What follows belongs to an exercise in optimizing a design on an open flow for small area, a short achievable clock period and few clock cycles per item; a production flow would make more cautious choices. Only simulation tests tie the RTL to the original design; equivalence was not proved. Power figures rest on the tool's default switching activity, not on a simulated workload.

### design/flow/config.mk
export PLATFORM = sky130hd
export DESIGN_NAME = bcu
export DESIGN_NICKNAME = bcu
export VERILOG_FILES = /design/flow/design.v
export SDC_FILE = /design/flow/constraint.sdc
export NUM_CORES = 8
export LEC_CHECK = 0
export CAP_MARGIN = 20
export CORE_MARGIN = 2
export CORE_UTILIZATION = 30
export SLEW_MARGIN = 20
### design/flow/constraint.sdc
create_clock -name core_clock -period 12.0 [get_ports {clk}]
set_input_delay 2.4000 -clock core_clock [delete_from_list [all_inputs] [get_ports {clk}]]
set_output_delay 2.4000 -clock core_clock [all_outputs]
set_load 0.01 [all_outputs]
### design/flow/run.sh
#!/bin/bash
# synth_recipe.tcl (not shown) runs the flow's synth.tcl, then flattens the netlist and writes it again
# the make line also repeats each setting of config.mk as NAME=value (left out here)
make -C /OpenROAD-flow-scripts/flow DESIGN_CONFIG=/design/flow/config.mk WORK_HOME=/design/flow/orfs CLKGATE_MAP_FILE= SYNTH_SCRIPT=/design/flow/synth_recipe.tcl finish
### design/flow/design.v
module bcu (
    input  wire         clk,
    input  wire         rst,             
    input  wire         cmd_valid,
    output wire         cmd_ready,
    input  wire [127:0] cmd,
    output wire         rsp_valid,
    input  wire         rsp_ready,
    output wire [127:0] rsp
);
    localparam CAP = 32;
    localparam F_INVALID_ID = 4'd1, F_VALUE_RANGE = 4'd2, F_TRUNCATED = 4'd3, F_RESERVED_SIZE = 4'd4,
               F_WIDTH_RANGE = 4'd5, F_OVERFLOW = 4'd6, F_ILLEGAL = 4'd7, F_ADDR_RANGE = 4'd8;
    reg [255:0] mem;                     
    reg [5:0]   len;                     
    reg [31:0]  pos;                     
    reg [7:0]   ent_id;
    reg [2:0]   ent_size;
    reg [31:0]  ent_value;
    reg         ent_valid;               
    reg         rv;
    reg [3:0]   r_status;
    reg         r_ent;                   
    reg [2:0]   r_size;                  
    reg         r_tl;                    
    reg         r_pos;                   
    reg         r_xoff;                  
    reg [55:0]  r_x;                     
    function [5:0] width_of;
        input [2:0] c;
        case (c)
            3'd0: width_of = 6'd0;
            3'd1: width_of = 6'd1;
            3'd2: width_of = 6'd2;
            3'd3: width_of = 6'd4;
            3'd4: width_of = 6'd8;
            3'd5: width_of = 6'd16;
            default: width_of = 6'd32;
        endcase
    endfunction
    function [2:0] classify;
        input [31:0] v;
        if (v == 32'd0)              classify = 3'd0;
        else if (v[31:1] == 31'd0)   classify = 3'd1;
        else if (v[31:2] == 30'd0)   classify = 3'd2;
        else if (v[31:4] == 28'd0)   classify = 3'd3;
        else if (v[31:8] == 24'd0)   classify = 3'd4;
        else if (v[31:16] == 16'd0)  classify = 3'd5;
        else                         classify = 3'd6;
    endfunction
    function rd_ok;
        input       hi;
        input [7:0] lo;
        input [5:0] l;
        rd_ok = !hi && ({1'b0, lo[7:3]} + 6'd8 <= l);
    endfunction
    function [6:0] grown;
        input [7:0] lo;
        input [5:0] l;
        reg   [5:0] need;
        reg   [5:0] gap;
        begin
            need = {1'b0, lo[7:3]} + 6'd8;
            gap  = need - l;
            if (need <= l) grown = {1'b0, l};
            else           grown = {1'b0, l} + {1'b0, (gap + 6'd7) & 6'b111000};
        end
    endfunction
    assign cmd_ready = ~rv | rsp_ready;
    assign rsp_valid = rv;
    wire   take      = cmd_valid & cmd_ready;
    wire [2:0]  o_size  = r_ent ? ent_size : r_size;
    wire [5:0]  o_tlen  = r_tl ? 6'd11 + width_of(o_size) : 6'd0;
    wire [7:0]  o_id    = r_ent ? ent_id : 8'd0;
    wire        o_valid = r_ent & ent_valid;
    wire [31:0] o_off   = r_pos ? pos : (r_xoff ? r_x[31:0] : 32'd0);
    wire [55:0] o_data  = r_xoff ? 56'd0 : (r_ent ? {24'd0, ent_value} : r_x);
    assign rsp = {8'd0, o_data, o_off, o_valid, 1'b0, o_tlen, 5'd0, o_size, o_id, 4'd0, r_status};
    wire [7:0]  c_op   = cmd[7:0];
    wire [15:0] c_a    = cmd[23:8];
    wire [31:0] c_off  = cmd[55:24];
    wire [7:0]  c_rsv  = cmd[63:56];
    wire [63:0] c_data = cmd[127:64];
    wire a_z = (c_a == 16'd0);
    wire o_z = (c_off == 32'd0);
    wire d_z = (c_data == 64'd0);
    wire op_cls  = (c_op == 8'h01);
    wire op_wid  = (c_op == 8'h02);
    wire op_rdf  = (c_op == 8'h03);
    wire op_wrf  = (c_op == 8'h04);
    wire op_dec  = (c_op == 8'h05);
    wire op_enc  = (c_op == 8'h06);
    wire op_setp = (c_op == 8'h07);
    wire op_gst  = (c_op == 8'h08);
    wire op_gent = (c_op == 8'h09);
    wire op_clr  = (c_op == 8'h0A);
    wire op_push = (c_op == 8'h0B);
    wire op_pad  = (c_op == 8'h0C);
    wire op_bget = (c_op == 8'h0D);
    wire legal = (c_rsv == 8'd0) && (
                 (op_cls  && a_z && o_z) ||
                 (op_wid  && o_z && d_z) ||
                 (op_rdf  && d_z) ||
                  op_wrf ||
                 (op_dec  && a_z && o_z && d_z) ||
                 (op_enc  && o_z) ||
                 (op_setp && a_z && d_z) ||
                 (op_gst  && a_z && o_z && d_z) ||
                 (op_gent && a_z && o_z && d_z) ||
                 (op_clr  && o_z && d_z) ||
                 (op_push && o_z && d_z) ||
                 (op_pad  && o_z && d_z) ||
                 (op_bget && a_z && d_z));
    wire [3:0] o4     = c_op[3:0];
    wire s_pos  = (o4 == 4'h5) || (o4 == 4'h6);             
    wire s_bget = (o4 == 4'hD);
    wire s_push = (o4 == 4'hB);
    wire s_enc  = (o4 == 4'h6);
    wire s_rd   = (o4 == 4'h3) || (o4 == 4'h5) || (o4 == 4'hD);
    wire [4:0]  pb = pos[7:3];
    wire [63:0] pwin;                    
    genvar gj;
    generate
        for (gj = 0; gj < 8; gj = gj + 1) begin : g_pbank
            wire [1:0] prow = pb[4:3] + ((gj < pb[2:0]) ? 2'd1 : 2'd0);
            assign pwin[8*gj +: 8] = mem[64*prow + 8*gj +: 8];
        end
    endgenerate
    wire [127:0] prot_sh = {pwin, pwin} >> pos[5:0];
    wire [10:0]  pfield  = prot_sh[10:0];    
    wire [7:0] wo_off  = c_off[7:0];
    wire [7:0] wo_byte = {c_off[4:0], 3'b000};
    wire [7:0] wo_len  = {len[4:0], 3'b000};
    wire [7:0] wo_pos  = pos[7:0];
    wire [5:0] amt = s_pos  ? wo_pos[5:0] :
                     s_bget ? wo_byte[5:0] :
                     s_push ? wo_len[5:0] :
                              wo_off[5:0];
    function [1:0] row_of;
        input [4:0] b;
        input [2:0] j;
        row_of = b[4:3] + ((j < b[2:0]) ? 2'd1 : 2'd0);
    endfunction
    wire [1:0]  row [0:7];
    wire [63:0] bankwin;                 
    generate
        for (gj = 0; gj < 8; gj = gj + 1) begin : g_bank
            assign row[gj] = s_pos  ? row_of(wo_pos[7:3],  gj) :
                             s_bget ? row_of(wo_byte[7:3], gj) :
                             s_push ? row_of(wo_len[7:3],  gj) :
                                      row_of(wo_off[7:3],  gj);
            assign bankwin[8*gj +: 8] = mem[64*row[gj] + 8*gj +: 8];
        end
    endgenerate
    wire [2:0]  enc_c  = classify(c_data[31:0]);
    wire [5:0]  enc_w  = width_of(enc_c);
    wire [55:0] wr_val = s_enc  ? {13'd0, c_data[31:0], enc_c, c_a[7:0]} :
                         s_push ? {48'd0, c_a[7:0]} :
                                  c_data[55:0];
    wire [5:0]  wr_w   = s_enc  ? 6'd11 + enc_w :
                         s_push ? 6'd8 :
                                  c_a[5:0];
    wire [63:0] wr_rev;
    wire [63:0] rot_in;
    wire [63:0] wr_rot;
    generate
        for (gj = 0; gj < 64; gj = gj + 1) begin : g_rev
            if (gj < 8) assign wr_rev[gj] = 1'b0;
            else        assign wr_rev[gj] = wr_val[63 - gj];
        end
    endgenerate
    assign rot_in = s_rd ? bankwin : wr_rev;
    wire [127:0] rot_sh = {rot_in, rot_in} >> amt;
    wire [63:0]  rot    = rot_sh[63:0];
    wire [63:0]  rd_win = rot;           
    generate
        for (gj = 0; gj < 64; gj = gj + 1) begin : g_wrot
            assign wr_rot[gj] = rot[63 - gj];
        end
    endgenerate
    wire [6:0] wr_end = {1'b0, amt} + {1'b0, wr_w};
    wire [63:0] wr_mask;
    generate
        for (gj = 0; gj < 64; gj = gj + 1) begin : g_mask
            wire ge = (gj >= amt);
            wire lt = (gj < wr_end[5:0]);
            assign wr_mask[gj] = wr_end[6] ? (ge | lt) : (ge & lt);
        end
    endgenerate
    wire [32:0] pos8  = {1'b0, pos} + 33'd8;
    wire [32:0] pos11 = {1'b0, pos} + 33'd11;
    wire hi_p0  = (pos[31:8]   != 24'd0);
    wire hi_p1  = (pos8[32:8]  != 25'd0);
    wire hi_p2  = (pos11[32:8] != 25'd0);
    wire hi_off = (c_off[31:8] != 24'd0);
    wire ok_p0  = rd_ok(hi_p0,  pos[7:0],   len);
    wire ok_p1  = rd_ok(hi_p1,  pos8[7:0],  len);
    wire ok_p2  = rd_ok(hi_p2,  pos11[7:0], len);
    wire ok_off = rd_ok(hi_off, c_off[7:0], len);
    wire [6:0] gl_p2  = grown(pos11[7:0], len);
    wire [6:0] gl_off = grown(c_off[7:0], len);
    wire ovf_p2  = hi_p2  || (gl_p2  > CAP);
    wire ovf_off = hi_off || (gl_off > CAP);
    wire [7:0]  d_id = pfield[7:0];
    wire [2:0]  d_sz = pfield[10:8];
    reg  [31:0] d_vmask;
    always @* begin
        case (d_sz)
            3'd0: d_vmask = 32'h0000_0000;
            3'd1: d_vmask = 32'h0000_0001;
            3'd2: d_vmask = 32'h0000_0003;
            3'd3: d_vmask = 32'h0000_000F;
            3'd4: d_vmask = 32'h0000_00FF;
            3'd5: d_vmask = 32'h0000_FFFF;
            default: d_vmask = 32'hFFFF_FFFF;
        endcase
    end
    wire [31:0] d_val = rd_win[42:11] & d_vmask;
    wire [63:0] a_mask = (c_a[5:0] > 6'd56) ? 64'd0 : ((64'd1 << c_a[5:0]) - 64'd1);
    wire [55:0] rdf_val = rd_win[55:0] & a_mask[55:0];
    wire        wrf_big = ((c_data & ~a_mask) != 64'd0);
    wire        a_gt56  = (c_a > 16'd56);
    wire [5:0]  e_w     = s_enc ? enc_w : width_of(d_sz);
    wire [6:0]  pn_lo   = {1'b0, pos[5:0]} + {1'b0, 6'd11 + e_w};
    wire [25:0] pos_hi1 = pos[31:6] + 26'd1;
    wire [31:0] pos_new = {pn_lo[6] ? pos_hi1 : pos[31:6], pn_lo[5:0]};
    reg         n_write;                 
    reg         n_clear;                 
    reg         n_len_we;
    reg [5:0]   n_len;
    reg         n_pos_we;
    reg [31:0]  n_pos;
    reg         n_ent_we;
    reg         n_ent_dec;               
    reg         n_ent_set;               
    reg [3:0]   n_status;
    reg         n_ent;
    reg [2:0]   n_size;
    reg         n_tl;
    reg         n_rpos;
    reg         n_xoff;
    reg [55:0]  n_x;
    always @* begin
        n_write   = 1'b0;
        n_clear   = 1'b0;
        n_len_we  = 1'b0;
        n_len     = len;
        n_pos_we  = 1'b0;
        n_pos     = pos_new;
        n_ent_we  = 1'b0;
        n_ent_dec = 1'b0;
        n_ent_set = 1'b0;
        n_status  = 4'd0;
        n_ent     = 1'b0;
        n_size    = 3'd0;
        n_tl      = 1'b0;
        n_rpos    = 1'b0;
        n_xoff    = 1'b0;
        n_x       = 56'd0;
        if (!legal) begin
            n_status = F_ILLEGAL;
        end else if (op_cls) begin
            if (c_data[63:32] != 32'd0)
                n_status = F_VALUE_RANGE;
            else begin
                n_size = enc_c;
                n_tl   = 1'b1;
                n_x    = {50'd0, enc_w};
            end
        end else if (op_wid) begin
            if (c_a >= 16'd7) begin
                n_status = F_RESERVED_SIZE;
                n_xoff   = 1'b1;
                n_x      = {40'd0, c_a};
            end else begin
                n_size = c_a[2:0];
                n_tl   = 1'b1;
                n_x    = {50'd0, width_of(c_a[2:0])};
            end
        end else if (op_rdf) begin
            if (a_gt56) begin
                n_status = F_WIDTH_RANGE;
                n_xoff   = 1'b1;
                n_x      = {40'd0, c_a};
            end else if (!ok_off) begin
                n_status = F_TRUNCATED;
                n_xoff   = 1'b1;
                n_x      = {24'd0, c_off};
            end else
                n_x = rdf_val;
        end else if (op_wrf) begin
            if (a_gt56) begin
                n_status = F_WIDTH_RANGE;
                n_xoff   = 1'b1;
                n_x      = {40'd0, c_a};
            end else if (wrf_big)
                n_status = F_VALUE_RANGE;
            else if (ovf_off) begin
                n_status = F_OVERFLOW;
                n_xoff   = 1'b1;
                n_x      = {24'd0, c_off};
            end else begin
                n_write  = 1'b1;
                n_len_we = 1'b1;
                n_len    = gl_off[5:0];
            end
        end else if (op_dec) begin
            if (!ok_p0) begin
                n_status = F_TRUNCATED;
                n_rpos   = 1'b1;
            end else if (d_id == 8'd0) begin
                n_ent_we = 1'b1;                 
                n_ent    = 1'b1;
                n_tl     = 1'b1;
                n_xoff   = 1'b1;
                n_x      = {24'd0, pos11[31:0]};
            end else if (!ok_p1) begin
                n_status = F_TRUNCATED;
                n_xoff   = 1'b1;
                n_x      = {24'd0, pos8[31:0]};
            end else if (d_sz == 3'd7) begin
                n_status = F_RESERVED_SIZE;
                n_xoff   = 1'b1;
                n_x      = {24'd0, pos8[31:0]};
            end else if (!ok_p2) begin
                n_status = F_TRUNCATED;
                n_xoff   = 1'b1;
                n_x      = {24'd0, pos11[31:0]};
            end else begin
                n_ent_we  = 1'b1;
                n_ent_dec = 1'b1;
                n_ent_set = 1'b1;
                n_pos_we  = 1'b1;
                n_ent     = 1'b1;
                n_tl      = 1'b1;
                n_rpos    = 1'b1;
            end
        end else if (op_enc) begin
            if (c_a == 16'd0 || c_a > 16'd255) begin
                n_status = F_INVALID_ID;
                n_xoff   = 1'b1;
                n_x      = {40'd0, c_a};
            end else if (c_data[63:32] != 32'd0)
                n_status = F_VALUE_RANGE;
            else if (ovf_p2) begin
                n_status = F_OVERFLOW;
                n_rpos   = 1'b1;
            end else begin
                n_write   = 1'b1;
                n_len_we  = 1'b1;
                n_len     = gl_p2[5:0];
                n_ent_we  = 1'b1;
                n_ent_set = 1'b1;
                n_pos_we  = 1'b1;
                n_ent     = 1'b1;
                n_tl      = 1'b1;
                n_rpos    = 1'b1;
            end
        end else if (op_setp) begin
            n_pos_we = 1'b1;
            n_pos    = c_off;
        end else if (op_gst) begin
            n_rpos = 1'b1;
            n_x    = {50'd0, len};
        end else if (op_gent) begin
            n_ent = 1'b1;
            n_tl  = 1'b1;
        end else if (op_clr) begin
            if (c_a > CAP)
                n_status = F_OVERFLOW;
            else begin
                n_clear  = 1'b1;
                n_len_we = 1'b1;
                n_len    = c_a[5:0];
                n_pos_we = 1'b1;
                n_pos    = 32'd0;
                n_ent_we = 1'b1;
            end
        end else if (op_push) begin
            if (c_a > 16'd255)
                n_status = F_VALUE_RANGE;
            else if (len == CAP)
                n_status = F_OVERFLOW;
            else begin
                n_write  = 1'b1;
                n_len_we = 1'b1;
                n_len    = len + 6'd1;
            end
        end else if (op_pad) begin
            if ({10'd0, len} + c_a > CAP)
                n_status = F_OVERFLOW;
            else begin
                n_len_we = 1'b1;
                n_len    = len + c_a[5:0];
            end
        end else begin                   
            if (c_off >= {26'd0, len}) begin
                n_status = F_ADDR_RANGE;
                n_xoff   = 1'b1;
                n_x      = {24'd0, c_off};
            end else
                n_x = {48'd0, rd_win[7:0]};
        end
    end
    wire do_write = take & n_write;
    wire do_clear = rst | (take & n_clear);
    genvar gr, gk;
    generate
        for (gr = 0; gr < 4; gr = gr + 1) begin : g_row
            for (gj = 0; gj < 8; gj = gj + 1) begin : g_col
                wire hit = do_write && (row[gj] == gr);
                for (gk = 0; gk < 8; gk = gk + 1) begin : g_bit
                    always @(posedge clk) begin
                        if (do_clear)
                            mem[64*gr + 8*gj + gk] <= 1'b0;
                        else if (hit && wr_mask[8*gj + gk])
                            mem[64*gr + 8*gj + gk] <= wr_rot[8*gj + gk];
                    end
                end
            end
        end
    endgenerate
    always @(posedge clk) begin
        if (rst) begin
            rv        <= 1'b0;
            len       <= 6'd8;
            pos       <= 32'd0;
            ent_id    <= 8'd0;
            ent_size  <= 3'd0;
            ent_value <= 32'd0;
            ent_valid <= 1'b0;
        end else begin
            if (take) begin
                rv <= 1'b1;
                if (n_len_we) len <= n_len;
                if (n_pos_we) pos <= n_pos;
                if (n_ent_we) begin
                    if (!n_ent_set) begin
                        ent_id    <= 8'd0;
                        ent_size  <= 3'd0;
                        ent_value <= 32'd0;
                        ent_valid <= 1'b0;
                    end else if (n_ent_dec) begin
                        ent_id    <= d_id;
                        ent_size  <= d_sz;
                        ent_value <= d_val;
                        ent_valid <= 1'b1;
                    end else begin
                        ent_id    <= c_a[7:0];
                        ent_size  <= enc_c;
                        ent_value <= c_data[31:0];
                        ent_valid <= 1'b1;
                    end
                end
            end else if (rsp_ready)
                rv <= 1'b0;
        end
    end
    always @(posedge clk) begin
        if (take) begin
            r_status <= n_status;
            r_ent    <= n_ent;
            r_size   <= n_size;
            r_tl     <= n_tl;
            r_pos    <= n_rpos;
            r_xoff   <= n_xoff;
            r_x      <= n_x;
        end
    end
endmodule
==> impl_results.md, run 1 <==
* Critical Path End Type: register
* Layout cells sized above 1 at 0.111
* Hpwl dp at 217,000 um
* Vias per inst at 6.79
* Die span in x at 386 um
* Clock-pin slew on the worst setup and hold paths at 60 ps
* Setup TNS Final at 0 ps
* Synthesized instance count at 5,731
* Min cycle time layout at 9730 ps
* Max-capacitance violation count at 0
* Status: no timing/DRC/antenna violations
* Top FF cell, synth: dfxtp_1
* Largest net degree at the start of global routing at 85
* Clock sink count at 406
* Hold_buf cts at 0
* Total power at 5340 uW
* Initial antenna violation count at 20
* Bufs and invs on worst path at 3
* H-Tree Depth at 2
* Busiest layer in global routing: met2
* Fmax at 103 MHz
* Worst slew pin tran at 1280 ps
* Final hold vios at 0
* Wire per inst at 35.8 um
* Core Region at 145,000 um2
* Via count at 52,600
* Post-cts sizing count at 0
* Sequential area share after synthesis at 0.201
* Critical path peak fanout at 40
* Wire length of the first global-routing pass at 382,000 um
* Total grt overflow at 0
* Number of iterations in the first detailed-routing pass at 9
* DR iter-0 viols at 9,352
* Crit Path Class: in2reg
* #FFs+latches synth at 406
* Slew HR at 0.120
* Synthesized area at 43,700 um2
* CTS Buf Count at 51
* GPL Wtd Cong at 1.15
* Buffer depth of the longest clock path at 3
* Worst Hold Class: reg2reg
* Worst VDD drop at 104 uV
* Share of the synthesized area in the top cell type at 0.155
* Post-synth EDFFs at 67
* Chip Height at 386 um
* Synth warn at 1
* Nets@finish at 6,033
* Clk Latency, worst-skew pair at 710 ps
* All-Layer GR Usage at 0.358
* Startpoint types: input port
* Avg Cell Area, Syn at 7.63 um2
* Lkg Pwr at 0.0180 uW
* Slew Limit Fails at 0
* ANT nets after route at 0
* Top post-synthesis cells by area: dfxtp_1 16%, mux2i_1 9.3%, nor2_1 5.6%
* Top Ports at 262
* Critical Path Slowest Stage Cell: nor3_2
* Worst EP required at 12,600 ps
* Setup Fix Bufs, Post-CTS at 0
* Clock Tree Root: clkbuf_16
* Final setup violation count at 0
* Clock Skew at 58.3 ps
* Initial Utilization at 0.301
* Post-layout util at 0.345
* Post-Place Worst Slack at 2060 ps
* Fin crit share at 0.810
* Power per cell area at 107 nW/um2
* DRC viols at 0
* Critical-path cell list: buf_2, or4_1, nor3_1, inv_1, ha_1, buf_4, or2_2, o2bb2a_1, o32ai_1, a21boi_0, a2111o_1, nor4_1, nand2b_1, nor3_1, a41o_1, nand2_2, nor3_2, nand2_1, a32o_1
* CTS tree: yes
* Synth unique cells at 113
* Synth async-reset ratio at 0
* Cell taking the most area after synthesis: dfxtp_1
* IO buf count at 243
* GR met2 Demand/Resource at 0.503
* Reg-to-reg setup timing slack at 2770 ps
* Met1 Track Usage GR at 0.460
* Area Growth Syn to Fin at 14.6%
* Final WL at 278,000 um
* Final hold slack at 450 ps
* Worst path top cell family by delay: simple AND/OR/NAND/NOR gates
* Die area at 149,000 um2
* Vias in the first global route at 47,700
* WP data arrival at 10,330 ps
* Final WS setup at 2270 ps
* FP Rows at 140
* GR Util met3 at 0.132
* Delay of the slowest cell on the worst path at 950 ps
* RSZ-0062 raised after global routing: false
* Crit path top cell by count: nor3_1
==> report_power, final <==
part	switching [uW]	internal, uW
logic	1700	572
registers	8.98	1390
clock network	726	934
total	2440	2900
==> flip-flops by register name (all words and copies together) (netlist names), 3 cells and up <==
signal / flops
ent_size: 3
r_size: 3
r_x: 56
r_status: 4
pos: 32
len: 6
mem: 256
ent_id: 8
ent_value: 32
==> cell usage in the layout, fill, tap and decap left out, drive strengths merged, types with 45 or more instances in the layout <==
cell type / count
o22ai: 72
a221oi: 90
mux4: 99
nor2: 657
clkdlybuf4s50: 233
a211oi: 111
xnor2: 58
mux2: 77
nand2: 578
o211ai: 88
inv: 141
buf: 211
nor3: 178
nor2b: 52
o21ai: 426
edfxtp: 67
nor4: 68
ha: 112
a21o: 45
and2: 61
a31oi: 54
nand4: 81
a21oi: 370
a22oi: 94
dfxtp: 339
nand3: 121
clkbuf: 74
mux2i: 405
==> stage by stage <==
stage | cells | area (um2)
after floorplan | 5748 | 43800
after global placement | 7638 | 48200
after detailed placement | 7640 | 48200
after CTS | 7736 | 50000
after global routing | 7739 | 50000
final | 7754 | 50100
==> worst reg2reg max path: cells and delay by family, from the launching register on <==
family / cells / cell delay (ps)
muxes: 2 / 820
buffers and inverters: 4 / 860
DFF: 1 / 300
xor gates and xnor gates: 2 / 550
adders and majority gates: 3 / 1600
AOI/OAI and AO/OA: 10 / 3340
and+or+nand+nor: 7 / 1610
==> metal layers <==
| metal | up-vias | part of all wire |
|---|---|---|
| met5 | - | 0.0011 |
| met3 | 911 | 0.14 |
| li1 | 21900 | - |
| met4 | 12 | 0.077 |
| met2 | 4230 | 0.40 |
| met1 | 25500 | 0.38 |
==> area by class of cell <==
| cell class | instances | area, um2 |
|---|---|---|
| clock inverters | 22 | 229 |
| diodes | 15 | 37.5 |
| fillers | 15300 | 95100 |
| flip-flops and latches | 406 | 8800 |
| clock buffers | 74 | 1530 |
| multi-input cells | 4732 | 32600 |
| well taps | 1917 | 2400 |
| repair buffers | 444 | 3920 |
| inverters | 144 | 541 |
==> cell families after synthesis <==
| kind of cell | Yosys count | synth area share |
|---|---|---|
| flops | 406 | 0.201 |
| simple gates | 2018 | 0.219 |
| other cells | 1 | 0.0000858 |
| xor+xnor | 98 | 0.0209 |
| fa+ha+maj | 159 | 0.0451 |
| compound gates | 1858 | 0.291 |
| mux | 581 | 0.164 |
| buf+inv | 610 | 0.0598 |
==> synthesized netlist by cell type, types with 29 or more instances <==
master and number:
nor2_1 656, mux2i_1 405, a21o_1 45, nor2b_1 52
a22o_1 41, and2_1 59, mux2_2 77, nor3_1 167
a211oi_1 106, buf_1 56, ha_1 112, buf_4 38
a31oi_1 53, nand3_1 119, nand2_1 577, o31ai_1 41
a21oi_1 367, xor2_1 39, xnor2_1 53, a22oi_1 93
a221oi_1 90, dfxtp_1 339, maj3_1 37, buf_2 96
o211ai_1 88, edfxtp_1 67, o22ai_1 72, or3_1 29
nand4_1 76, o32ai_1 32, and3_1 38, nor4_1 61
nand2b_1 39, o221ai_1 44, clkbuf_1 267, inv_1 132
mux4_2 99, o221a_2 30, o21ai_0 404, o21a_1 32
==> final timing paths <==
kind | start | end | depth (start not counted)
setup / recovery | cmd[12] | mem[103]$_SDFFE_PP0P_ | 19
hold / removal | ent_id[1]$_SDFFE_PP0P_ | ent_id[1]$_SDFFE_PP0P_ | 2
setup reg to reg | pos[4]$_SDFFE_PP0P_ | pos[15]$_SDFFE_PP0P_ | 28
hold reg to reg | ent_id[1]$_SDFFE_PP0P_ | ent_id[1]$_SDFFE_PP0P_ | 2
Testbench counts, summed over its fixed seeds: cycles 8,054, commands 8,046.
==> run 2: changes to the inputs <==
--- a/design/flow/design.v
+++ b/design/flow/design.v
@@ -24,6 +24,7 @@
     reg [2:0]   r_size;                  
     reg         r_tl;                    
     reg         r_pos;                   
+    reg [1:0]   r_k;
     reg         r_xoff;                  
     reg [55:0]  r_x;                     
     function [5:0] width_of;
@@ -73,7 +74,8 @@
     wire [5:0]  o_tlen  = r_tl ? 6'd11 + width_of(o_size) : 6'd0;
     wire [7:0]  o_id    = r_ent ? ent_id : 8'd0;
     wire        o_valid = r_ent & ent_valid;
-    wire [31:0] o_off   = r_pos ? pos : (r_xoff ? r_x[31:0] : 32'd0);
+    wire [31:0] o_pos   = pos + {28'd0, r_k[1], 1'b0, r_k[0], r_k[0]};
+    wire [31:0] o_off   = r_pos ? o_pos : (r_xoff ? r_x[31:0] : 32'd0);
     wire [55:0] o_data  = r_xoff ? 56'd0 : (r_ent ? {24'd0, ent_value} : r_x);
     assign rsp = {8'd0, o_data, o_off, o_valid, 1'b0, o_tlen, 5'd0, o_size, o_id, 4'd0, r_status};
     wire [7:0]  c_op   = cmd[7:0];
@@ -111,55 +113,60 @@
                  (op_push && o_z && d_z) ||
                  (op_pad  && o_z && d_z) ||
                  (op_bget && a_z && d_z));
-    wire [3:0] o4     = c_op[3:0];
-    wire s_pos  = (o4 == 4'h5) || (o4 == 4'h6);             
-    wire s_bget = (o4 == 4'hD);
-    wire s_push = (o4 == 4'hB);
-    wire s_enc  = (o4 == 4'h6);
-    wire s_rd   = (o4 == 4'h3) || (o4 == 4'h5) || (o4 == 4'hD);
-    wire [4:0]  pb = pos[7:3];
+    wire s_l  =  c_op[3] &  c_op[1];
+    wire s_b  =  c_op[3] & ~c_op[1];
+    wire s_p  = ~c_op[3] &  c_op[2] & (c_op[1] | c_op[0]);
+    wire s_o  = ~c_op[3] & ~(c_op[2] & (c_op[1] | c_op[0]));
+    wire s_rd =  c_op[0] & ~(c_op[3] & c_op[1]);             
+    wire s_enc = ~c_op[3] & c_op[1];                          
+    function [3:0] rowoh;
+        input [4:0] b;
+        input [2:0] j;
+        reg   [7:0] oh;
+        reg         c;
+        reg   [1:0] r;
+        begin
+            oh = 8'd1 << b[2:0];
+            c  = ~|(oh & ((8'd2 << j) - 8'd1));      
+            r  = {b[4] ^ (b[3] & c), b[3] ^ c};
+            rowoh = {r == 2'd3, r == 2'd2, r == 2'd1, r == 2'd0};
+        end
+    endfunction
     wire [63:0] pwin;                    
     genvar gj;
     generate
         for (gj = 0; gj < 8; gj = gj + 1) begin : g_pbank
-            wire [1:0] prow = pb[4:3] + ((gj < pb[2:0]) ? 2'd1 : 2'd0);
-            assign pwin[8*gj +: 8] = mem[64*prow + 8*gj +: 8];
+            wire [3:0] proh = rowoh(pos[7:3], gj);
+            assign pwin[8*gj +: 8] = ({8{proh[0]}} & mem[      8*gj +: 8]) |
+                                     ({8{proh[1]}} & mem[ 64 + 8*gj +: 8]) |
+                                     ({8{proh[2]}} & mem[128 + 8*gj +: 8]) |
+                                     ({8{proh[3]}} & mem[192 + 8*gj +: 8]);
         end
     endgenerate
     wire [127:0] prot_sh = {pwin, pwin} >> pos[5:0];
     wire [10:0]  pfield  = prot_sh[10:0];    
-    wire [7:0] wo_off  = c_off[7:0];
-    wire [7:0] wo_byte = {c_off[4:0], 3'b000};
-    wire [7:0] wo_len  = {len[4:0], 3'b000};
-    wire [7:0] wo_pos  = pos[7:0];
-    wire [5:0] amt = s_pos  ? wo_pos[5:0] :
-                     s_bget ? wo_byte[5:0] :
-                     s_push ? wo_len[5:0] :
-                              wo_off[5:0];
-    function [1:0] row_of;
-        input [4:0] b;
-        input [2:0] j;
-        row_of = b[4:3] + ((j < b[2:0]) ? 2'd1 : 2'd0);
-    endfunction
-    wire [1:0]  row [0:7];
+    wire [4:0] wb_p = pos[7:3];
+    wire [4:0] wb_o = c_off[7:3];
+    wire [4:0] wb_b = c_off[4:0];
+    wire [4:0] wb_l = len[4:0];
+    wire [5:0] amt  = ({6{s_p}} & pos[5:0]) | ({6{s_o}} & c_off[5:0]) |
+                      ({6{s_b}} & {c_off[2:0], 3'b000}) | ({6{s_l}} & {len[2:0], 3'b000});
+    wire [3:0]  roh [0:7];
     wire [63:0] bankwin;                 
     generate
         for (gj = 0; gj < 8; gj = gj + 1) begin : g_bank
-            assign row[gj] = s_pos  ? row_of(wo_pos[7:3],  gj) :
-                             s_bget ? row_of(wo_byte[7:3], gj) :
-                             s_push ? row_of(wo_len[7:3],  gj) :
-                                      row_of(wo_off[7:3],  gj);
-            assign bankwin[8*gj +: 8] = mem[64*row[gj] + 8*gj +: 8];
+            assign roh[gj] = ({4{s_p}} & rowoh(wb_p, gj)) | ({4{s_o}} & rowoh(wb_o, gj)) |
+                             ({4{s_b}} & rowoh(wb_b, gj)) | ({4{s_l}} & rowoh(wb_l, gj));
+            assign bankwin[8*gj +: 8] = ({8{roh[gj][0]}} & mem[      8*gj +: 8]) |
+                                        ({8{roh[gj][1]}} & mem[ 64 + 8*gj +: 8]) |
+                                        ({8{roh[gj][2]}} & mem[128 + 8*gj +: 8]) |
+                                        ({8{roh[gj][3]}} & mem[192 + 8*gj +: 8]);
         end
     endgenerate
     wire [2:0]  enc_c  = classify(c_data[31:0]);
     wire [5:0]  enc_w  = width_of(enc_c);
-    wire [55:0] wr_val = s_enc  ? {13'd0, c_data[31:0], enc_c, c_a[7:0]} :
-                         s_push ? {48'd0, c_a[7:0]} :
-                                  c_data[55:0];
-    wire [5:0]  wr_w   = s_enc  ? 6'd11 + enc_w :
-                         s_push ? 6'd8 :
-                                  c_a[5:0];
+    wire [55:0] wr_val = s_o ? c_data[55:0] :
+                               {c_data[55:43], c_data[31:0], enc_c, c_a[7:0]};
     wire [63:0] wr_rev;
     wire [63:0] rot_in;
     wire [63:0] wr_rot;
@@ -178,26 +185,54 @@
             assign wr_rot[gj] = rot[63 - gj];
         end
     endgenerate
-    wire [6:0] wr_end = {1'b0, amt} + {1'b0, wr_w};
+    wire [6:0] ec;                       
+    generate
+        for (gj = 0; gj < 7; gj = gj + 1) begin : g_ec
+            assign ec[gj] = (enc_c == gj);
+        end
+    endgenerate
+    wire [6:0] encw_e0 = {1'b0, pos[5:0]} + 7'd11;
+    wire [6:0] encw_e1 = {1'b0, pos[5:0]} + 7'd12;
+    wire [6:0] encw_e2 = {1'b0, pos[5:0]} + 7'd13;
+    wire [6:0] encw_e3 = {1'b0, pos[5:0]} + 7'd15;
+    wire [6:0] encw_e4 = {1'b0, pos[5:0]} + 7'd19;
+    wire [6:0] encw_e5 = {1'b0, pos[5:0]} + 7'd27;
+    wire [6:0] encw_e6 = {1'b0, pos[5:0]} + 7'd43;
+    wire [6:0] encw_end = ({7{ec[0]}} & encw_e0) | ({7{ec[1]}} & encw_e1) |
+                          ({7{ec[2]}} & encw_e2) | ({7{ec[3]}} & encw_e3) |
+                          ({7{ec[4]}} & encw_e4) | ({7{ec[5]}} & encw_e5) |
+                          ({7{ec[6]}} & encw_e6);
+    wire [6:0] wrf_end  = {1'b0, c_off[5:0]} + {1'b0, c_a[5:0]};
+    wire [5:0] wr_end  = ({6{s_p}} & encw_end[5:0]) |
+                         ({6{s_o}} & wrf_end[5:0]) |
+                         ({6{s_l}} & {len[2:0] + 3'd1, 3'b000});
+    wire       wr_wrap = (s_p & encw_end[6]) | (s_o & wrf_end[6]) | (s_l & (len[2:0] == 3'd7));
+    wire [7:0] a_hi = 8'd1 << amt[5:3];
+    wire [7:0] a_lo = 8'd1 << amt[2:0];
+    wire [7:0] e_hi = 8'd1 << wr_end[5:3];
+    wire [7:0] e_lo = 8'd1 << wr_end[2:0];
     wire [63:0] wr_mask;
+    genvar gq, gb;
     generate
-        for (gj = 0; gj < 64; gj = gj + 1) begin : g_mask
-            wire ge = (gj >= amt);
-            wire lt = (gj < wr_end[5:0]);
-            assign wr_mask[gj] = wr_end[6] ? (ge | lt) : (ge & lt);
+        for (gq = 0; gq < 8; gq = gq + 1) begin : g_mq
+            for (gb = 0; gb < 8; gb = gb + 1) begin : g_mb
+                wire ge = (|a_hi[gq:0] & ~a_hi[gq]) | (a_hi[gq] & |a_lo[gb:0]);
+                wire lt = (|e_hi[7:gq] & ~e_hi[gq]) | (e_hi[gq] & ~|e_lo[gb:0]);
+                assign wr_mask[8*gq + gb] = wr_wrap ? (ge | lt) : (ge & lt);
+            end
         end
     endgenerate
-    wire [32:0] pos8  = {1'b0, pos} + 33'd8;
-    wire [32:0] pos11 = {1'b0, pos} + 33'd11;
+    wire [8:0] p8lo  = {1'b0, pos[7:0]} + 9'd8;
+    wire [8:0] p11lo = {1'b0, pos[7:0]} + 9'd11;
     wire hi_p0  = (pos[31:8]   != 24'd0);
-    wire hi_p1  = (pos8[32:8]  != 25'd0);
-    wire hi_p2  = (pos11[32:8] != 25'd0);
+    wire hi_p1  = hi_p0 | p8lo[8];
+    wire hi_p2  = hi_p0 | p11lo[8];
     wire hi_off = (c_off[31:8] != 24'd0);
     wire ok_p0  = rd_ok(hi_p0,  pos[7:0],   len);
-    wire ok_p1  = rd_ok(hi_p1,  pos8[7:0],  len);
-    wire ok_p2  = rd_ok(hi_p2,  pos11[7:0], len);
+    wire ok_p1  = rd_ok(hi_p1,  p8lo[7:0],  len);
+    wire ok_p2  = rd_ok(hi_p2,  p11lo[7:0], len);
     wire ok_off = rd_ok(hi_off, c_off[7:0], len);
-    wire [6:0] gl_p2  = grown(pos11[7:0], len);
+    wire [6:0] gl_p2  = grown(p11lo[7:0], len);
     wire [6:0] gl_off = grown(c_off[7:0], len);
     wire ovf_p2  = hi_p2  || (gl_p2  > CAP);
     wire ovf_off = hi_off || (gl_off > CAP);
@@ -220,8 +255,17 @@
     wire [55:0] rdf_val = rd_win[55:0] & a_mask[55:0];
     wire        wrf_big = ((c_data & ~a_mask) != 64'd0);
     wire        a_gt56  = (c_a > 16'd56);
-    wire [5:0]  e_w     = s_enc ? enc_w : width_of(d_sz);
-    wire [6:0]  pn_lo   = {1'b0, pos[5:0]} + {1'b0, 6'd11 + e_w};
+    wire [6:0]  dc;                      
+    generate
+        for (gj = 0; gj < 7; gj = gj + 1) begin : g_dc
+            assign dc[gj] = (d_sz == gj);
+        end
+    endgenerate
+    wire [6:0]  ncls    = s_enc ? ec : dc;
+    wire [6:0]  pn_lo   = ({7{ncls[0]}} & encw_e0) | ({7{ncls[1]}} & encw_e1) |
+                          ({7{ncls[2]}} & encw_e2) | ({7{ncls[3]}} & encw_e3) |
+                          ({7{ncls[4]}} & encw_e4) | ({7{ncls[5]}} & encw_e5) |
+                          ({7{ncls[6]}} & encw_e6);
     wire [25:0] pos_hi1 = pos[31:6] + 26'd1;
     wire [31:0] pos_new = {pn_lo[6] ? pos_hi1 : pos[31:6], pn_lo[5:0]};
     reg         n_write;                 
@@ -238,6 +282,7 @@
     reg [2:0]   n_size;
     reg         n_tl;
     reg         n_rpos;
+    reg [1:0]   n_k;                     
     reg         n_xoff;
     reg [55:0]  n_x;
     always @* begin
@@ -255,6 +300,7 @@
         n_size    = 3'd0;
         n_tl      = 1'b0;
         n_rpos    = 1'b0;
+        n_k       = 2'b00;
         n_xoff    = 1'b0;
         n_x       = 56'd0;
         if (!legal) begin
@@ -312,20 +358,20 @@
                 n_ent_we = 1'b1;                 
                 n_ent    = 1'b1;
                 n_tl     = 1'b1;
-                n_xoff   = 1'b1;
-                n_x      = {24'd0, pos11[31:0]};
+                n_rpos   = 1'b1;
+                n_k      = 2'b11;
             end else if (!ok_p1) begin
                 n_status = F_TRUNCATED;
-                n_xoff   = 1'b1;
-                n_x      = {24'd0, pos8[31:0]};
+                n_rpos   = 1'b1;
+                n_k      = 2'b10;
             end else if (d_sz == 3'd7) begin
                 n_status = F_RESERVED_SIZE;
-                n_xoff   = 1'b1;
-                n_x      = {24'd0, pos8[31:0]};
+                n_rpos   = 1'b1;
+                n_k      = 2'b10;
             end else if (!ok_p2) begin
                 n_status = F_TRUNCATED;
-                n_xoff   = 1'b1;
-                n_x      = {24'd0, pos11[31:0]};
+                n_rpos   = 1'b1;
+                n_k      = 2'b11;
             end else begin
                 n_ent_we  = 1'b1;
                 n_ent_dec = 1'b1;
@@ -408,7 +454,7 @@
     generate
         for (gr = 0; gr < 4; gr = gr + 1) begin : g_row
             for (gj = 0; gj < 8; gj = gj + 1) begin : g_col
-                wire hit = do_write && (row[gj] == gr);
+                wire hit = do_write && roh[gj][gr];
                 for (gk = 0; gk < 8; gk = gk + 1) begin : g_bit
                     always @(posedge clk) begin
                         if (do_clear)
@@ -463,6 +509,7 @@
             r_size   <= n_size;
             r_tl     <= n_tl;
             r_pos    <= n_rpos;
+            r_k      <= n_k;
             r_xoff   <= n_xoff;
             r_x      <= n_x;
         end
--- a/design/flow/config.mk
+++ b/design/flow/config.mk
@@ -7,5 +7,6 @@
 export LEC_CHECK = 0
 export CAP_MARGIN = 20
 export CORE_MARGIN = 2
-export CORE_UTILIZATION = 30
+export CORE_UTILIZATION = 50
+export SETUP_SLACK_MARGIN = 5
 export SLEW_MARGIN = 20
==> run 2 against run 1 <==
Still clean on timing, DRC and antenna. Clock power shrank 4%. Total power shrank 9.1%. Design area grew 9.0%. Clock-buffer cell count shrank 10. Via count grew 11%. First-iteration DRC count grew 19%. Critical path type unchanged. Critical endpoint is now r_x[49]$_SDFFCE_PP0P_.
==> impl_results.md, run 2 <==
* ANT nets after route at 0 (unchanged)
* Vias per inst at 7.78 (+15%)
* Core Region at 93,300 um2 (-36%)
* Fmax at 137 MHz (+34%)
* Power per cell area at 88.9 nW/um2 (-17%)
* Final setup violation count at 0 (unchanged)
* Synthesized instance count at 6,132 (+7.0%)
* Wire length of the first global-routing pass at 388,000 um (+1.6%)
* Die area at 96,700 um2 (-35%)
* Lkg Pwr at 0.0197 uW (+9.4%)
* R2R Path End: mem[248]$_SDFFE_PP0P_
* Post-Place Cells at 7,288 (-4.6%)
* Reg2Reg Depth at 16 (-43%)
* Layout cells sized above 1 at 0.150 (+0.0393)
* Final WS setup at 4720 ps (+2450 ps)
* FP Rows at 112 (-20%)
* Worst VDD drop at 111 uV (+7.0%)
* Initial antenna violation count at 32 (+60%)
* Hold_buf cts at 0 (unchanged)
* Number of iterations in the first detailed-routing pass at 14 (+5)
* Buffer depth of the longest clock path at 3 (unchanged)
* Critical Path Slowest Stage Cell: a211oi_1
* Clock power share at 0.330 (+0.019)
* Reg-to-reg setup timing slack at 4830 ps (+2060 ps)
* Largest net degree at the start of global routing at 121 (+42%)
* Switching pwr at 2050 uW (-16%)
* Die span in x at 311 um (-19%)
* Avg Cell Area, Syn at 7.68 um2 (+0.75%)
* Total grt overflow at 0 (unchanged)
* Top post-synthesis cells by area: dfxtp_1 14%, mux2i_1 8.2%, mux4_2 4.8%
* Post-Place Worst Slack at 2770 ps (+715 ps)
* Cell taking the most area after synthesis: dfxtp_1
* Most frequent cells in the layout: 595 x nand2_1, 547 x nor2_1, 348 x mux2i_1, 343 x o21ai_0, 331 x dfxtp_1
* DR iter-0 viols at 11,100 (+19%)
* Max-capacitance violation count at 0 (unchanged)
* End point of the critical path: r_x[49]$_SDFFCE_PP0P_
* Clock Tree Root: clkbuf_16
* Worst EP required at 12,400 ps (-200 ps)
* Non-Filler Instances at 7,479 (-3.5%)
* DRC viols at 0 (unchanged)
* Final hold vios at 0 (unchanged)
* Synthesized area at 47,100 um2 (+7.8%)
* Setup TNS Final at 0 ps (unchanged)
* Fillers at 8,808 (-42%)
* RSZ-0062 raised after global routing: true
* Critical Path End Type: register
* WP data arrival at 7680 ps (-2650 ps)
* Critical path peak fanout at 44 (+10%)
* FF-to-FF Start: len[1]$_SDFFE_PP0P_
* Nets@finish at 6,431 (+6.6%)
* Net Sw Frac at 0.422 (-0.0346)
* Reg power frac at 0.291 (+0.028)
* Commonest cells post-synth: 600 x nand2_1, 559 x nor2_1, 384 x mux2i_1
* Total power at 4850 uW (-9.1%)
* Status: no timing/DRC/antenna violations
* Slew HR at 0.213 (+0.0934)
* Clk Latency, worst-skew pair at 690 ps (-20 ps)
* Clock sink count at 408 (+0.49%)
* Pint at 2800 uW (-3.3%)
* Synth async-reset ratio at 0 (unchanged)
* CTS tree: yes
* All-Layer GR Usage at 0.549 (+0.191)
* Most flop-heavy register: mem
* Via count at 58,200 (+11%)
* Cell with the most instances after synthesis: nand2_1
* Critical path origin: cmd[3]
* Chip Height at 311 um (-19%)
* Sequential area share after synthesis at 0.188 (-0.0133)
* Post-synth EDFFs at 69 (+3.0%)
* Portion of total power attributed to combinational logic at 0.379 (-0.047)
* Worst Hold Class: reg2reg
* Clock-pin slew on the worst setup and hold paths at 60 ps (about the same)
* Most common cell after layout, fill and taps aside: nand2_1
* CTS Buf Count at 50 (-2.0%)
* Delay of the slowest cell on the worst path at 970 ps (+20 ps)
* Vias in the first global route at 51,800 (+8.6%)
* Worst slew pin tran at 1180 ps (-108 ps)
* Area Growth Syn to Fin at 15.9%
* Slew Limit Fails at 0 (unchanged)
* Top FF cell, synth: dfxtp_1
* H-Tree Depth at 2 (unchanged)
* Fin crit share at 0.607 (-0.204)
* Critical-path cell list: clkbuf_8, inv_1, buf_6, nand2_1, buf_4, a211oi_1, o21bai_1, mux4_2, nor2_1, o221ai_1, a2bb2oi_1, mux2i_2, and4_1
* Hpwl dp at 206,000 um (-5.3%)
* Final WL at 282,000 um (+1.4%)
* #FFs+latches synth at 408 (+0.49%)
* Largest registers: mem x256, r_x x56
* Share of the synthesized area in the top cell type at 0.144 (-0.0112)
* Min cycle time layout at 7280 ps (-2450 ps)
* IO buf count at 243 (unchanged)
* Startpoint types: input port
* Max reg flops at 256 (unchanged)
* Initial Utilization at 0.505 (+0.204)
* Clock Skew at 35.5 ps (-22.7 ps)
* Synth warn at 1 (unchanged)
* Crit Path Class: in2reg
* Critical hold path startpoint: ent_id[2]$_SDFFE_PP0P_
* GPL Wtd Cong at 1.13 (-2.0%)
* Synth unique cells at 128 (+13%)
* Top Ports at 262 (unchanged)
* Wire per inst at 37.6 um (+5.1%)
## run 2: critical path, delay by kind of cell
| family | cells | cell delay [ps] |
|---|---|---|
| AOI/OAI and AO/OA | 4 | 2350 |
| and+or+nand+nor | 3 | 630 |
| muxes | 2 | 740 |
| buffers and inverters | 4 | 1430 |
## run 2: repair_timing
action / CTS / global route
setup endpoints to repair: 418 / 407
endpoints found under the hold margin: 0 / 0
resized for setup: 193 / 197
pin swaps: 16 / 27
buffers inserted: 33 / 32
gates cloned: 7 / 5
## run 2: kinds of logic (layout without fill, tap and decap cells)
family	after synthesis	after routing	share of synthesized area
other cells	1	41	0.0000796
buf+inv	656	698	0.0642
flops	408	408	0.188
compound gates	2054	2056	0.307
xor+xnor	125	125	0.0265
fa+ha+maj	167	167	0.0442
simple gates	2170	2178	0.224
mux	551	552	0.145
## run 2: final cells by class
| type | instances | area [um2] | area share |
|---|---|---|---|
| Multi-Input combinational cell | 5098 | 37400 | 0.685 |
| Sequential cell | 408 | 8870 | 0.162 |
| Timing Repair Buffer | 480 | 4600 | 0.0842 |
| Tap cell | 1254 | 1570 | 0.0287 |
| Clock buffer | 64 | 1350 | 0.0248 |
| Inverter | 127 | 484 | 0.00887 |
| Clock inverter | 27 | 294 | 0.00539 |
| Antenna cell | 21 | 52.6 | 0.000962 |
## run 2: worst min path at each step
stage                     depth (start not counted)                        end
after floorplan                                   2  ent_value[7]$_SDFFE_PP0P_
after CTS                                         2     ent_id[3]$_SDFFE_PP0P_
after global placement                            2     ent_id[1]$_SDFFE_PP0P_
final                                             2     ent_id[2]$_SDFFE_PP0P_
after detailed placement                          2     ent_id[3]$_SDFFE_PP0P_
after global routing                              2     ent_id[7]$_SDFFE_PP0P_
## run 2: metrics by stage
stage | hold WS, ps | cell area [um2] | util
final | 447 | 54600 | 0.585
after floorplan | 425 | 47200 | -
after detailed placement | 443 | 50200 | 0.538
after CTS | 449 | 53200 | 0.570
after global placement | 435 | 50100 | 0.537
after global routing | 464 | 54600 | 0.585
## run 2: routing by layer
| layer | track usage | vias up | routed length, um |
|---|---|---|---|
| met5 | 0.00988 | - | 287 |
| met4 | 0.497 | 22 | 33600 |
| met3 | 0.257 | 1648 | 45500 |
| met2 | 0.763 | 5384 | 109000 |
| met1 | 0.623 | 27300 | 92800 |
| li1 | - | 23800 | - |
## run 2: power by group through the flow
stage          Sequential (uW)  Combinational, uW  Clock [uW]
2_1_floorplan             1440                817           0
3_3_place_gp              1440               1520           0
3_5_place_dp              1440               1520           0
4_1_cts                   1410               1600        1590
5_1_grt                   1410               1810        1640
6_report                  1410               1840        1600
Testbench counts of run 2, summed over its fixed seeds: cycles 8,054, commands 8,046.
==> run 3: changes to the inputs <==
--- a/design/flow/design.v
+++ b/design/flow/design.v
@@ -132,19 +132,7 @@
             rowoh = {r == 2'd3, r == 2'd2, r == 2'd1, r == 2'd0};
         end
     endfunction
-    wire [63:0] pwin;                    
     genvar gj;
-    generate
-        for (gj = 0; gj < 8; gj = gj + 1) begin : g_pbank
-            wire [3:0] proh = rowoh(pos[7:3], gj);
-            assign pwin[8*gj +: 8] = ({8{proh[0]}} & mem[      8*gj +: 8]) |
-                                     ({8{proh[1]}} & mem[ 64 + 8*gj +: 8]) |
-                                     ({8{proh[2]}} & mem[128 + 8*gj +: 8]) |
-                                     ({8{proh[3]}} & mem[192 + 8*gj +: 8]);
-        end
-    endgenerate
-    wire [127:0] prot_sh = {pwin, pwin} >> pos[5:0];
-    wire [10:0]  pfield  = prot_sh[10:0];    
     wire [4:0] wb_p = pos[7:3];
     wire [4:0] wb_o = c_off[7:3];
     wire [4:0] wb_b = c_off[4:0];
@@ -236,8 +224,8 @@
     wire [6:0] gl_off = grown(c_off[7:0], len);
     wire ovf_p2  = hi_p2  || (gl_p2  > CAP);
     wire ovf_off = hi_off || (gl_off > CAP);
-    wire [7:0]  d_id = pfield[7:0];
-    wire [2:0]  d_sz = pfield[10:8];
+    wire [7:0]  d_id = rd_win[7:0];
+    wire [2:0]  d_sz = rd_win[10:8];
     reg  [31:0] d_vmask;
     always @* begin
         case (d_sz)
@@ -450,18 +438,15 @@
     end
     wire do_write = take & n_write;
     wire do_clear = rst | (take & n_clear);
-    genvar gr, gk;
+    wire [63:0] wr_merged = do_clear ? 64'd0 : ((wr_rot & wr_mask) | (bankwin & ~wr_mask));
+    genvar gr;
     generate
         for (gr = 0; gr < 4; gr = gr + 1) begin : g_row
             for (gj = 0; gj < 8; gj = gj + 1) begin : g_col
-                wire hit = do_write && roh[gj][gr];
-                for (gk = 0; gk < 8; gk = gk + 1) begin : g_bit
-                    always @(posedge clk) begin
-                        if (do_clear)
-                            mem[64*gr + 8*gj + gk] <= 1'b0;
-                        else if (hit && wr_mask[8*gj + gk])
-                            mem[64*gr + 8*gj + gk] <= wr_rot[8*gj + gk];
-                    end
+                wire hit = do_clear | (do_write & roh[gj][gr]);
+                always @(posedge clk) begin
+                    if (hit)
+                        mem[64*gr + 8*gj +: 8] <= wr_merged[8*gj +: 8];
                 end
             end
         end
==> design/flow/flow/run.sh (new file) <==
#!/bin/bash
# Layout flow: the standard flow, except that synthesis maps the logic with
# the ABC script in flow/abc_area.script (an area-oriented mapping) instead of
# ORFS's. Everything else, including the registers, is the standard synthesis.
set -euo pipefail
here=$(pwd)
rm -rf "$here/cs_scripts"
cp -r "$FLOW_HOME/scripts" "$here/cs_scripts"
cp "$here/flow/abc_area.script" "$here/cs_scripts/abc_area.script"
bash standard.sh SCRIPTS_DIR="$here/cs_scripts" ABC_AREA=1 synth > "$here/synth.log" 2>&1
bash standard.sh > "$here/layout.log" 2>&1
==> design/flow/flow/abc_area.script (new file) <==
strash
&get -n
&fraig -x
&put
scorr
dc2
strash
&get -n
&dch -f
&nf
&put
buffer -c
topo
stime -c
upsize -c
dnsize -c
==> design/flow/standard.sh (new file) <==
#!/bin/bash
# synth_recipe.tcl (not shown) runs the flow's synth.tcl, then flattens the netlist and writes it again
# the make line also repeats each setting of config.mk as NAME=value (left out here)
make -C /OpenROAD-flow-scripts/flow DESIGN_CONFIG=/design/flow/config.mk WORK_HOME=/design/flow/orfs CLKGATE_MAP_FILE= SYNTH_SCRIPT=/design/flow/synth_recipe.tcl "${@:-finish}"
--- a/design/flow/config.mk
+++ b/design/flow/config.mk
@@ -5,7 +5,8 @@
 export SDC_FILE = /design/flow/constraint.sdc
 export NUM_CORES = 8
 export LEC_CHECK = 0
-export CAP_MARGIN = 20
+export ABC_AREA = 1
+export CAP_MARGIN = 30
 export CORE_MARGIN = 2
 export CORE_UTILIZATION = 50
 export SETUP_SLACK_MARGIN = 5
removed: design/flow/run.sh
==> run 3 against run 2 <==
Still clean. Maximum frequency decreased by 1.8%. Setup slack got worse by 140 ps. Cell count down 23%. Clock-buffer cell count is 12 lower. Register-to-register slack lost 240 ps. Via count decreased by 29%. Wire length decreased by 30%. Combinational power is 22% higher. Global-route usage down 5.6 points. Clock power shrank 19%. Critical endpoint is now pos[23]$_SDFFE_PP0P_. Largest cell class unchanged. Highest routed layer unchanged.
==> impl_results.md, run 3 <==
* Final hold vios at 0 (unchanged)
* Critical path origin: pos[4]$_SDFFE_PP0P_
* Clock Tree Root: clkbuf_16
* Fin crit share at 0.618 (+0.0113)
* Delay of the slowest cell on the worst path at 710 ps (-260 ps)
* CTS Buf Count at 43 (-14%)
* Post-Place Cells at 5,347 (-27%)
* Synthesized instance count at 4,323 (-30%)
* #FFs+latches synth at 408 (unchanged)
* Fillers at 5,878 (-33%)
* FP Rows at 99 (-12%)
* Max-capacitance violation count at 0 (unchanged)
* Final WL at 196,000 um (-30%)
* Crit path top cell by count: buf_4
* ANT nets after route at 0 (unchanged)
* H-Tree Depth at 2 (unchanged)
* Via count at 41,600 (-29%)
* Worst slew pin tran at 1090 ps (-86.5 ps)
* Vias in the first global route at 37,700 (-27%)
* Post-synth EDFFs at 325 (+370%)
* Min cycle time layout at 7410 ps (+135 ps)
* Largest net degree at the start of global routing at 84 (-31%)
* Slew Limit Fails at 0 (unchanged)
* Initial antenna violation count at 17 (-47%)
* Portion of total power attributed to combinational logic at 0.423 (+0.044)
* Switching pwr at 2110 uW (+2.9%)
* Lkg Pwr at 0.0185 uW (-6.1%)
* Most flop-heavy register: mem
* Initial Utilization at 0.503 (-0.00209)
* Largest registers: mem x256, r_x x56
* DRC viols at 0 (unchanged)
* Buffer depth of the longest clock path at 3 (unchanged)
* Power per cell area at 109 nW/um2 (+23%)
* Synth async-reset ratio at 0 (unchanged)
* Most frequent cells in the layout: 441 x nand2_1, 335 x nor2_1, 332 x buf_4, 325 x edfxtp_1, 314 x a21oi_1
* IO buf count at 243 (unchanged)
* Top Ports at 262 (unchanged)
* Reg2Reg Depth at 28 (+12)
* Most common cell after layout, fill and taps aside: nand2_1
* FF-to-FF Start: pos[4]$_SDFFE_PP0P_
* Fmax at 135 MHz (-1.8%)
* Die span in x at 274 um (-12%)
* Hold Path Depth at 2 (unchanged)
* WP data arrival at 7940 ps (+260 ps)
* Max reg flops at 256 (unchanged)
* Pint at 3180 uW (+13%)
* Critical path peak fanout at 15 (-66%)
* Hold_buf cts at 0 (unchanged)
* Setup TNS Final at 0 ps (unchanged)
* Worst VDD drop at 145 uV (+31%)
* Top FF cell, synth: edfxtp_1
* Avg Cell Area, Syn at 8.44 um2 (+9.9%)
* RSZ-0062 raised after global routing: true
* Commonest cells post-synth: 447 x nand2_1, 355 x a21oi_1, 352 x nor2_1
* Layout cells sized above 1 at 0.247 (+0.0975)
* Cell taking the most area after synthesis: edfxtp_1
* Share of the synthesized area in the top cell type at 0.267 (+0.123)
* Status: no timing/DRC/antenna violations
* Area Growth Syn to Fin at 33.0%
* Clk Latency, worst-skew pair at 620 ps (-70 ps)
* Clock sink count at 408 (unchanged)
* Worst EP required at 12,530 ps (+130 ps)
* Hpwl dp at 135,000 um (-35%)
* Critical Path End Type: register
* Core Region at 72,600 um2 (-22%)
* Clock-pin slew on the worst setup and hold paths at 60 ps (about the same)
* Final setup violation count at 0 (unchanged)
* Number of iterations in the first detailed-routing pass at 8 (-6)
* DR iter-0 viols at 6,269 (-44%)
* Synth unique cells at 113 (-12%)
* Synth warn at 1 (unchanged)
* Worst Hold Class: reg2reg
* Chip Height at 274 um (-12%)
* Die area at 75,200 um2 (-22%)
* Net Sw Frac at 0.399 (-0.0237)
* Synthesized area at 36,500 um2 (-23%)
* Nets@finish at 5,007 (-22%)
* Wire length of the first global-routing pass at 268,000 um (-31%)
* Vias per inst at 7.24 (-6.9%)
* Critical hold path startpoint: ent_id[1]$_SDFFE_PP0P_
* CTS tree: yes
* Slew HR at 0.253 (+0.0398)
* Clock Skew at 38.9 ps (+3.40 ps)
* Startpoint types: register
* Sequential area share after synthesis at 0.313 (+0.125)
* Wire per inst at 34.2 um (-9.2%)
* Non-Filler Instances at 5,743 (-23%)
* GPL Wtd Cong at 1.10 (-2.2%)
* Clock power share at 0.246 (-0.084)
* Critical Path Slowest Stage Cell: o21ai_2
* Crit Path Class: reg2reg
* Reg power frac at 0.331 (+0.040)
* Final hold slack at 450 ps (+3.19 ps)
* Total power at 5290 uW (+9.0%)
* Top post-synthesis cells by area: edfxtp_1 27%, mux2i_1 9.0%, o31ai_1 5.0%
* Cell with the most instances after synthesis: nand2_1
* Total grt overflow at 0 (unchanged)
* All-Layer GR Usage at 0.493 (-0.0560)
## run 3: cell count changes in the layout (fill, tap and decap cells not counted), moves of 67 or more
cell / delta
mux4_2: -100
o31ai_2: +71
dfxtp_1: -250
o31ai_1: -67
buf_4: +144
nand2_1: -154
nand3_1: -221
nor2_1: -212
o21ai_0: -69
o211ai_1: -175
mux2i_1: -84
edfxtp_1: +256
## run 3: repair_timing
item,in CTS,in global routing
setup buffers,182,97
cloned,19,3
pin swaps,144,77
setup endpoints to repair,661,611
gates resized for setup,721,285
## run 3: layout make-up
type	count	area, um2	area share
multi-input combinational	3502	27600	0.569
sequential	408	11400	0.235
timing repair buffer	671	6490	0.134
tap	959	1200	0.0247
clock buffer	52	1110	0.0229
inverter	115	449	0.00926
clock inverter	21	190	0.00392
antenna	15	37.5	0.000774
## run 3: final timing paths
| path | slack, ps | endpoint |
|---|---|---|
| setup / recovery | 4590 | pos[23]$_SDFFE_PP0P_ |
| hold / removal | 450 | ent_id[1]$_SDFFE_PP0P_ |
| setup reg to reg | 4590 | pos[23]$_SDFFE_PP0P_ |
| hold reg to reg | 450 | ent_id[1]$_SDFFE_PP0P_ |
## run 3: worst max-delay path, delay by kind of cell, from the launching register on
kind                     cells  cell delay [ps]
buffers and inverters        7             1500
multiplexers                 7             1190
AO/OA/AOI/OAI                7             2010
XOR/XNOR                     1              470
adder cells (fa/ha/maj)      2              670
AND/OR/NAND/NOR              4             1130
flip-flops                   1              320
## run 3: metal layers
metal	share of wire	global-route usage	vias up
met5	0.00083	0	-
met4	0.10	0.381	14
met3	0.15	0.180	1071
met2	0.41	0.711	3544
met1	0.34	0.597	19600
li1	-	-	17400
## run 3: power groups by stage
stage	Combinational, uW	Sequential (uW)	Clock (uW)
finish	2240	1750	1300
global route	2240	1760	1360
CTS	1920	1740	1310
detailed placement	1570	1760	0
global placement	1560	1760	0
floorplan	888	1740	0
## run 3: kinds of logic (layout without fill, tap and decap cells)
family | after synthesis | count (layout) | synth area share
xor gates and xnor gates | 109 | 109 | 0.0264
DFF | 408 | 408 | 0.313
other | 1 | 36 | 0.000103
muxes | 352 | 353 | 0.0987
buffers and inverters | 448 | 859 | 0.0583
adders and majority gates | 145 | 145 | 0.0510
AOI/OAI and AO/OA | 1398 | 1402 | 0.248
and+or+nand+nor | 1462 | 1472 | 0.205
## run 3: stage by stage
stage | instance area [um2] | worst slack, ps | utilization
floorplan | 36600 | 4840 | -
global placement | 39500 | 1970 | 0.544
detailed placement | 39700 | 2080 | 0.546
CTS | 46300 | 4950 | 0.637
global route | 48500 | 4430 | 0.668
finish | 48500 | 4590 | 0.668
Testbench counts of run 3, summed over its fixed seeds: cycles 8,054, commands 8,046.
==> run 4: changes to the inputs <==
--- a/design/flow/config.mk
+++ b/design/flow/config.mk
@@ -8,6 +8,6 @@
 export ABC_AREA = 1
 export CAP_MARGIN = 30
 export CORE_MARGIN = 2
-export CORE_UTILIZATION = 50
-export SETUP_SLACK_MARGIN = 5
+export CORE_UTILIZATION = 40
+export SETUP_SLACK_MARGIN = 3.5
 export SLEW_MARGIN = 20
==> run 4 against run 3 <==
Die area up 25%. Critical path depth fell by 10. Wire length down 6.4%. Setup slack got worse by 1200 ps. Clock-buffer cell count is 8 higher. Core utilization is 20 points lower. Sequential share of layout area rose by 3.4 points. Via count decreased by 6.6%. Critical endpoint is now mem[246]$_DFFE_PP_. Largest cell class unchanged.
==> impl_results.md, run 4 <==
* Clock sink count at 408 (unchanged)
* Via count at 38,800 (-6.6%)
* Largest family of logic cells by synthesized area: compound AO/OA/AOI/OAI gates
* Startpoint types: input port
* Number of iterations in the first detailed-routing pass at 7 (-1)
* Critical Path End Type: register
* Die area at 93,700 um2 (+25%)
* Critical path origin: cmd[91]
* Clock Tree Root: clkbuf_16
* Fin crit share at 0.719 (+0.101)
* Top Ports at 262 (unchanged)
* Max-capacitance violation count at 0 (unchanged)
* Compound-Gate Fraction of Synth Area at 0.248 (unchanged)
* IO buf count at 243 (unchanged)
* Slew Limit Fails at 0 (unchanged)
* Synthesized instance count at 4,323 (unchanged)
* Critical path peak fanout at 7 (-8)
* Final setup violation count at 0 (unchanged)
* ANT nets after route at 0 (unchanged)
* Fmax at 116 MHz (-14%)
* Cell taking the most area after synthesis: edfxtp_1
* Worst slew pin tran at 1180 ps (+89.5 ps)
* Nets@finish at 4,766 (-4.8%)
* Buffer depth of the longest clock path at 3 (unchanged)
* Fillers at 8,910 (+52%)
* Avg Cell Area, Syn at 8.44 um2 (unchanged)
* All-Layer GR Usage at 0.375 (-0.118)
* Final WL at 184,000 um (-6.4%)
* WP data arrival at 8960 ps (+1020 ps)
* FP Rows at 110 (+11%)
* Post-synth EDFFs at 325 (unchanged)
* Post-Synth Simple-Gate Area at 0.205 (unchanged)
* Chip Height at 306 um (+12%)
* Worst VDD drop at 86.4 uV (-41%)
* Initial antenna violation count at 12 (-5)
* Top FF cell, synth: edfxtp_1
* FF-to-FF Start: len[1]$_SDFFE_PP0P_
* Post-layout util at 0.470 (-0.198)
* Adder-Cell Fraction of Synth Area at 0.0510 (unchanged)
* Cell with the most instances after synthesis: nand2_1
* Post-Synth XOR/XNOR Area at 0.0264 (unchanged)
* Wire per inst at 32.1 um (-6.1%)
* Worst EP required at 12,320 ps (-210 ps)
* DR iter-0 viols at 5,732 (-8.6%)
* Core Region at 90,100 um2 (+24%)
* Clk Latency, worst-skew pair at 640 ps (+20 ps)
* Largest net degree at the start of global routing at 72 (-14%)
* Clock-pin slew on the worst setup and hold paths at 60 ps (about the same)
* Synthesized area at 36,500 um2 (unchanged)
* Status: no timing/DRC/antenna violations
* Most flop-heavy register: mem
* Max reg flops at 256 (unchanged)
* Commonest cells post-synth: 447 x nand2_1, 355 x a21oi_1, 352 x nor2_1
* DRC viols at 0 (unchanged)
* Crit Path Class: in2reg
* Most frequent cells in the layout: 446 x nand2_1, 354 x a21oi_1, 346 x nor2_1, 325 x edfxtp_1, 322 x mux2i_1
* Lkg Pwr at 0.0168 uW (-9.3%)
* Layout cells sized above 1 at 0.105 (-0.142)
* Reg-to-reg setup timing slack at 4140 ps (-450 ps)
* Synth warn at 1 (unchanged)
* Largest registers: mem x256, r_x x56
* CTS Buf Count at 47 (+9.3%)
* Top post-synthesis cells by area: edfxtp_1 27%, mux2i_1 9.0%, o31ai_1 5.0%
* Vias in the first global route at 36,200 (-4.1%)
* Min cycle time layout at 8630 ps (+1220 ps)
* Vias per inst at 6.79 (-6.2%)
* #FFs+latches synth at 408 (unchanged)
* Sequential area share after synthesis at 0.313 (unchanged)
* Multiplexer share of the synthesized area at 0.0987 (unchanged)
* CTS tree: yes
* Initial Utilization at 0.405 (-0.0979)
[run 4: changes by cell type in the layout (fill, tap and decap cells not counted), moves of 39 or more]
cell and change:
o31ai_1 +111, buf_4 -153, o21ai_0 +39, o31ai_2 -77, mux2i_1 +58, buf_12 -47
mux2i_2 -51, clkdlybuf4s50_1 +39, a21oi_2 -39, a21oi_1 +40
[run 4: cell type report]
type / instances / area, um2 / share of cell area
repair buffers: 439 / 3930 / 0.0928
clock inverters: 27 / 263 / 0.00620
inverters: 115 / 439 / 0.0104
well taps: 1176 / 1470 / 0.0347
multi-input cells: 3489 / 23600 / 0.556
diodes: 9 / 22.5 / 0.000531
clock buffers: 60 / 1280 / 0.0301
flip-flops and latches: 408 / 11400 / 0.269
[run 4: per-stage QoR]
stage	cells	setup slack [ps]	hold slack [ps]	area (um2)	power, uW
final	5723	3370	449	42400	4950
after global routing	5715	3440	481	42400	5060
after CTS	5685	3540	449	41800	4810
after detailed placement	5597	2390	441	40200	3340
after global placement	5582	2320	435	40100	3330
after floorplan	4343	4840	427	36600	2630
[run 4: critical path, stage by stage]
cell and delay [ps]:
clkdlybuf4s50_1 670, nor4_1 600, nand3_2 290, or4_1 760, o21ai_2 250, nand2_1 170, nor2_1 390, nor2_1 100
a21oi_1 130, nor2_1 150, o21a_1 370, nor2_2 530, inv_1 200, nor2_2 460, nor2_1 160, o31ai_1 660
o21ai_0 150, a21oi_1 490
[run 4: power breakdown]
group / internal [uW] / total (uW) / switching, uW
registers: 1690 / 1720 / 36.7
clock network: 841 / 1470 / 633
logic: 514 / 1750 / 1240
total: 3040 / 4950 / 1910
[run 4: kinds of logic after synthesis]
family	count (synthesis)
multiplexers	352
AO/OA/AOI/OAI	1398
XOR/XNOR	109
AND/OR/NAND/NOR	1462
buffers and inverters	448
other	1
adder cells (fa/ha/maj)	145
flip-flops	408
[run 4: worst min path at each step]
| stage | from | end | slack [ps] | cells after the start |
|---|---|---|---|---|
| 6_report | ent_id[0]$_SDFFE_PP0P_ | ent_id[0]$_SDFFE_PP0P_ | 450 | 2 |
| 5_1_grt | ent_size[1]$_SDFFE_PP0P_ | ent_size[1]$_SDFFE_PP0P_ | 480 | 2 |
| 4_1_cts | ent_size[1]$_SDFFE_PP0P_ | ent_size[1]$_SDFFE_PP0P_ | 450 | 2 |
| 3_5_place_dp | ent_size[1]$_SDFFE_PP0P_ | ent_size[1]$_SDFFE_PP0P_ | 440 | 2 |
| 3_3_place_gp | ent_id[1]$_SDFFE_PP0P_ | ent_id[1]$_SDFFE_PP0P_ | 440 | 2 |
| 2_1_floorplan | ent_id[0]$_SDFFE_PP0P_ | ent_id[0]$_SDFFE_PP0P_ | 430 | 2 |
[run 4: routing by layer]
metal	wire, um	GRT usage	up-vias
li1	-	-	16800
met1	68800	0.470	18500
met2	78300	0.572	2885
met3	22100	0.0946	710
met4	14400	0.247	4
met5	27	0	-
[run 4: what timing repair did]
action | in CTS | in global routing
pin swaps | 1 | 7
cloned | 1 | 1
endpoints found under the hold margin | 0 | 0
hold buffers | 0 | 0
endpoints found under the setup margin | 114 | 143
setup buffers | 0 | 18
resized for setup | 23 | 61

Setup slack of run 4, layout unchanged: 3.369 ns with ideal ports, 3.410 ns with driving cells assumed (clock clkbuf_16, inputs buf_2), 2.730 ns with port delays also shifted by the 0.680 ns mid clock arrival.
